Context: an optimization exercise on an open-source flow, tuned for small area, a short achievable clock period and few clock cycles per item. The choices shown serve that exercise and are no tape-out recipe.
Only simulation tests tie the RTL to the original design; equivalence was not proved.

Setup of run 1:
==> flow/design.v <==
module ntc_temp (
    input  wire        clk,
    input  wire        rst,
    input  wire        start,
    input  wire [15:0] vref,
    input  wire [15:0] vntc,
    input  wire [31:0] toff,
    output wire        ready,
    output wire        done,
    output reg         err,
    output reg  [31:0] result
);
    localparam [2:0] S_IDLE = 3'd0, S_NORM = 3'd1, S_LN = 3'd2, S_DIV = 3'd3, S_FIN = 3'd4, S_DONE = 3'd5;
    localparam [36:0] K1M  = 37'd45713176761;    
    localparam [36:0] LN2  = 37'd2977044472;     
    localparam [36:0] NLN2 = ~LN2 + 37'd1;       
    localparam [37:0] NC273 = ~38'd17901158 + 38'd1;   
    reg  [2:0]  state;
    reg  [4:0]  k;
    reg  [37:0] g;         
    reg  [15:0] t;
    reg  [36:0] acc;       
    reg  [13:0] q;         
    wire [29:0] qq = {t, q};
    wire is_idle = (state == S_IDLE);
    wire is_norm = (state == S_NORM);
    wire is_ln   = (state == S_LN);
    wire is_div  = (state == S_DIV);
    wire is_fin  = (state == S_FIN);
    wire is_done = (state == S_DONE);
    assign ready = is_idle | is_done;
    assign done  = is_done;
    wire a_zero = (g[32:17] == 16'd0);
    wire b_zero = (t == 16'd0);
    wire a_n    = g[32];
    wire b_n    = t[15];
    wire init   = is_norm & a_n & b_n;
    wire a_ge_b = (g[32:17] >= t);
    function [36:0] lnc;
        input [4:0] kk;
        begin
            case (kk)
                5'd0:  lnc = 37'd2977044472;
                5'd1:  lnc = 37'd1741459379;
                5'd2:  lnc = 37'd958394255;
                5'd3:  lnc = 37'd505874286;
                5'd4:  lnc = 37'd260380768;
                5'd5:  lnc = 37'd132163268;
                5'd6:  lnc = 37'd66589974;
                5'd7:  lnc = 37'd33424039;
                5'd8:  lnc = 37'd16744533;
                5'd9:  lnc = 37'd8380427;
                5'd10: lnc = 37'd4192257;
                5'd11: lnc = 37'd2096640;
                5'd12: lnc = 37'd1048448;
                5'd13: lnc = 37'd524256;
                5'd14: lnc = 37'd262136;
                5'd15: lnc = 37'd131070;
                default: lnc = 37'd1 << (6'd32 - {1'b0, kk});
            endcase
        end
    endfunction
    reg [4:0] kstop;
    always @(*) begin
        casez (acc[36:29])
            8'b1???????: kstop = 5'd16;
            8'b011?????: kstop = 5'd17;
            8'b010?????: kstop = 5'd18;
            8'b0011????: kstop = 5'd19;
            8'b0010????: kstop = 5'd20;
            8'b00011???: kstop = 5'd21;
            8'b00010???: kstop = 5'd22;
            8'b000011??: kstop = 5'd23;
            8'b000010??: kstop = 5'd24;
            8'b0000011?: kstop = 5'd25;
            8'b0000010?: kstop = 5'd27;
            8'b00000011: kstop = 5'd28;
            8'b00000010: kstop = 5'd29;
            default:     kstop = 5'd30;
        endcase
    end
    wire last = is_ln & (k >= kstop);
    reg [37:0] rem0;
    reg [6:0]  mark;
    always @(*) begin
        if      (acc >= 37'd56908316672) begin rem0 = 38'd113413980160; mark = 7'b1000000; end
        else if (acc >= 37'd28454158336) begin rem0 = 38'd56706990080;  mark = 7'b0100000; end
        else if (acc >= 37'd14227079168) begin rem0 = 38'd28353495040;  mark = 7'b0010000; end
        else if (acc >= 37'd7113539584)  begin rem0 = 38'd14176747520;  mark = 7'b0001000; end
        else if (acc >= 37'd3556769792)  begin rem0 = 38'd7088373760;   mark = 7'b0000100; end
        else if (acc >= 37'd1778384896)  begin rem0 = 38'd3544186880;   mark = 7'b0000010; end
        else                             begin rem0 = 38'd1772093440;   mark = 7'b0000001; end
    end
    wire [37:0] sh  = (k[4] == 1'b0) ? (g >> k[3:0]) : 38'd0;
    wire [37:0] cen = 38'd1 << (5'd31 - k);
    wire [37:0] x2  = (is_ln | is_norm) ? sh :
                      is_div ? ~cen :
                      {8'd0, qq};
    wire [37:0] m   = is_div ? {1'b0, acc} :
                      is_fin ? {6'd0, result} :
                      (is_ln | a_ge_b) ? {4'd0, t, 18'd0} : {5'd0, t, 17'd0};
    wire [37:0] mn  = ~m;
    wire [37:0] sv  = g ^ x2 ^ mn;
    wire [37:0] cv  = (g & x2) | (g & mn) | (x2 & mn);
    wire [37:0] s   = sv + {cv[36:0], is_div} + 38'd1;
    wire        take = ~s[37];
    wire [36:0] acc_add = acc + ((is_norm & ~init) ? (a_n ? LN2 : NLN2) : lnc(k));
    always @(posedge clk) begin
        if (rst) begin
            state <= S_IDLE;
        end else begin
            case (state)
                S_IDLE, S_DONE: state <= start ? S_NORM : S_IDLE;
                S_FIN: state <= S_DONE;
                S_NORM: begin
                    if (a_zero | b_zero) begin
                        err   <= 1'b1;
                        state <= S_DONE;
                    end else if (init) begin
                        state <= S_LN;
                    end
                end
                S_LN:  if (last) state <= S_DIV;
                S_DIV: if (qq[29]) begin
                    err   <= 1'b0;
                    state <= S_FIN;
                end
                default: state <= S_IDLE;
            endcase
        end
    end
    always @(posedge clk) begin
        if (ready)
            g <= {5'd0, vntc, 17'd0};
        else if (last)
            g <= rem0;
        else if (is_div & qq[29])
            g <= NC273;
        else if (is_norm & ~init) begin
            if (~a_n) g <= {g[36:0], 1'b0};
        end else if (take | init)
            g <= {s[36:0], 1'b0};
        else
            g <= {g[36:0], 1'b0};
        if (ready)
            t <= vref;
        else if (init)
            t <= g[32:17];
        else if (last)
            t <= 16'd0;
        else if ((is_norm & ~b_n) | is_div)
            t <= {t[14:0], is_div & q[13]};
        if (ready)
            acc <= K1M;
        else if ((is_norm & ~init & (a_n ^ b_n)) | (init & a_ge_b) | (is_ln & take))
            acc <= acc_add;
        if (ready)
            k <= 5'd0;
        else if (init | (is_ln & ~last))
            k <= k + 5'd1;
        if (last)
            q <= {7'd0, mark};
        else
            q <= {q[12:0], take & is_div};
        if (ready)
            result <= toff;
        else if (is_fin)
            result <= s[31:0];
    end
endmodule
export LEC_CHECK = 0
export CAP_MARGIN = 20
export CORE_MARGIN = 2
export CORE_UTILIZATION = 50
export CTS_BUF_LIST = sky130_fd_sc_hd__clkbuf_8
export PLACE_DENSITY = 0.75
export SETUP_SLACK_MARGIN = 5
export SLEW_MARGIN = 20
create_clock -name core_clock -period 11.0 [get_ports {clk}]
standard.sh (not shown) runs the stock make flow with config.mk's settings and CLKGATE_MAP_FILE= SYNTH_SCRIPT=/design/flow/synth_recipe.tcl, a recipe that flattens the netlist after the stock synthesis.
==> flow/flow/run.sh <==
#!/bin/bash
# Own flow: the standard layout (standard.sh) unchanged, except that the
# port buffers that global placement inserts on every input and output are
# the smallest buffer (buf_1) instead of the resizer's default pick.
set -euo pipefail
sed 's|"\${@:-finish}"|"BUFFER_PORTS_ARGS=-buffer_cell sky130_fd_sc_hd__buf_1" "${@:-finish}"|' standard.sh > standard_buf.sh
grep -q "BUFFER_PORTS_ARGS" standard_buf.sh
bash standard_buf.sh finish > flow_make.log 2>&1
Having completed the whole flow, run 1 delivered a layout that passed the timing, DRC and antenna checks.
Testbench counts of run 1, summed over its fixed seeds: cycles 75,647, items 1,600.
The following lists how run 2 was set up differently from run 1:
Settings: changing PLACE_DENSITY from 0.75 to 0.6; changing CORE_UTILIZATION from 50 to 40.
==> flow/flow/run.sh <==
#!/bin/bash
# Own flow: the standard layout (standard.sh) with smallest port buffers
# and the timing repair aimed at a larger setup margin.
set -euo pipefail
sed -e 's|"\${@:-finish}"|"BUFFER_PORTS_ARGS=-buffer_cell sky130_fd_sc_hd__buf_1" "${@:-finish}"|' \
    -e 's|SETUP_SLACK_MARGIN=5|SETUP_SLACK_MARGIN=6|' standard.sh > standard_mod.sh
grep -q "BUFFER_PORTS_ARGS" standard_mod.sh
grep -q "SETUP_SLACK_MARGIN=6" standard_mod.sh
bash standard_mod.sh finish > flow_make.log 2>&1
==> run notes <==
Run 2 has completed all stages; timing, DRC and antenna checks passed. Taking run 1 as the reference, in run 2 share of flip-flops with an asynchronous set or reset after synthesis roughly the same, worst setup slack higher, detailed-placement wirelength estimate higher, sequential share of layout area lower, clock-buffer cell count higher. [compare] base=run 1 new=run 2: final core area utilization went down; global-route met2 utilization dropped 3.4 points.
Setup changes, run 2 to run 3
Settings: putting CTS_CLUSTER_SIZE at 30 where nothing was set; swapping sky130_fd_sc_hd__clkbuf_8 for sky130_fd_sc_hd__clkbuf_4 sky130_fd_sc_hd__clkbuf_8 in CTS_BUF_LIST.
==> flow/run.sh (new file) <==
#!/bin/bash
# synth_recipe.tcl (not shown) runs the flow's synth.tcl, then flattens the netlist and writes it again
# the make line also repeats each setting of config.mk as NAME=value (left out here)
make -C /OpenROAD-flow-scripts/flow DESIGN_CONFIG=/design/flow/config.mk WORK_HOME=/design/flow/orfs CLKGATE_MAP_FILE= SYNTH_SCRIPT=/design/flow/synth_recipe.tcl finish
removed: flow/flow/run.sh
removed: flow/standard.sh
--- outcome ---
Relative to run 2, time the worst path needs with I/O delays and setup increased by 0.13 ns in run 3. Run 3 and run 2 ended up with roughly the same number of multi-input combinational cells in the layout. Run 3 does worse than run 2 on setup slack. Looking only at final weighted congestion in routability-driven placement, and setting everything else aside, the lower value of run 2 and run 3 goes to run 3.
Input-level comparison between run 4 and run 3:
Settings: a change of SLEW_MARGIN from 20 to 5; a deleted CTS_CLUSTER_SIZE that had been 30; a change of CAP_MARGIN from 20 to 5; a change of CTS_BUF_LIST from sky130_fd_sc_hd__clkbuf_4 sky130_fd_sc_hd__clkbuf_8 to sky130_fd_sc_hd__clkbuf_8.
==> flow/flow/run.sh (new file) <==
#!/bin/bash
# Own flow: the standard layout (standard.sh) unchanged, except that the
# port buffers that global placement inserts on every input and output are
# the smallest buffer (buf_1) instead of the resizer's default pick.
set -euo pipefail
sed 's|"\${@:-finish}"|"BUFFER_PORTS_ARGS=-buffer_cell sky130_fd_sc_hd__buf_1" "${@:-finish}"|' standard.sh > standard_buf.sh
grep -q "BUFFER_PORTS_ARGS" standard_buf.sh
bash standard_buf.sh finish > flow_make.log 2>&1
==> flow/standard.sh (new file) <==
#!/bin/bash
# synth_recipe.tcl (not shown) runs the flow's synth.tcl, then flattens the netlist and writes it again
# the make line also repeats each setting of config.mk as NAME=value (left out here)
make -C /OpenROAD-flow-scripts/flow DESIGN_CONFIG=/design/flow/config.mk WORK_HOME=/design/flow/orfs CLKGATE_MAP_FILE= SYNTH_SCRIPT=/design/flow/synth_recipe.tcl "${@:-finish}"
removed: flow/run.sh
Notes after the runs:
- Run 4 | stages: all done | timing, DRC, antenna: all pass
- Looking only at first-pass iteration count of the detailed router, and setting everything else aside, the lower value of run 3 and run 4 goes to run 4.
- Synthesized cell count delta (run 4 -> run 3): insignificant
- Routed wire length essentially unchanged between run 4 and run 3.
- Compared with run 3, in run 4 combined buffer and inverter count along the critical path grew by 2; data required time at the worst endpoint decreased 0.24 ns; sequential share of layout area moved up.

[static timing again, ports no longer ideal]
In the flow no input, the clock included, has a driving cell. The finished layouts below were timed again as built, in two steps.
Step 1: set_driving_cell puts a clkbuf_16 on clk and a buf_2 on each other input, an assumption about the parent block.
Step 2 moves the port delays by t, midway between the first and last clock arrival at a register: inputs arrive t later, outputs are due t later. That takes back most of the time a late clock gives input paths.
a / b / c = no drivers / after step 1 / after step 2; a / b = the first two.
run | t (ns) | setup slack, ns | worst hold slack (ns)
run 1 | 0.565 | 5.063 / 5.063 / 5.063 | 0.462 / 0.462 / 0.462
run 2 | 0.589 | 5.305 / 5.305 / 5.305 | 0.469 / 0.469 / 0.469
run 3 | 0.645 | 5.174 / 5.174 / 5.174 | 0.466 / 0.466 / 0.466
run 4 | 0.577 | 5.154 / 5.154 / 5.154 | 0.473 / 0.473 / 0.473
After both steps setup and hold are still met in every run listed.
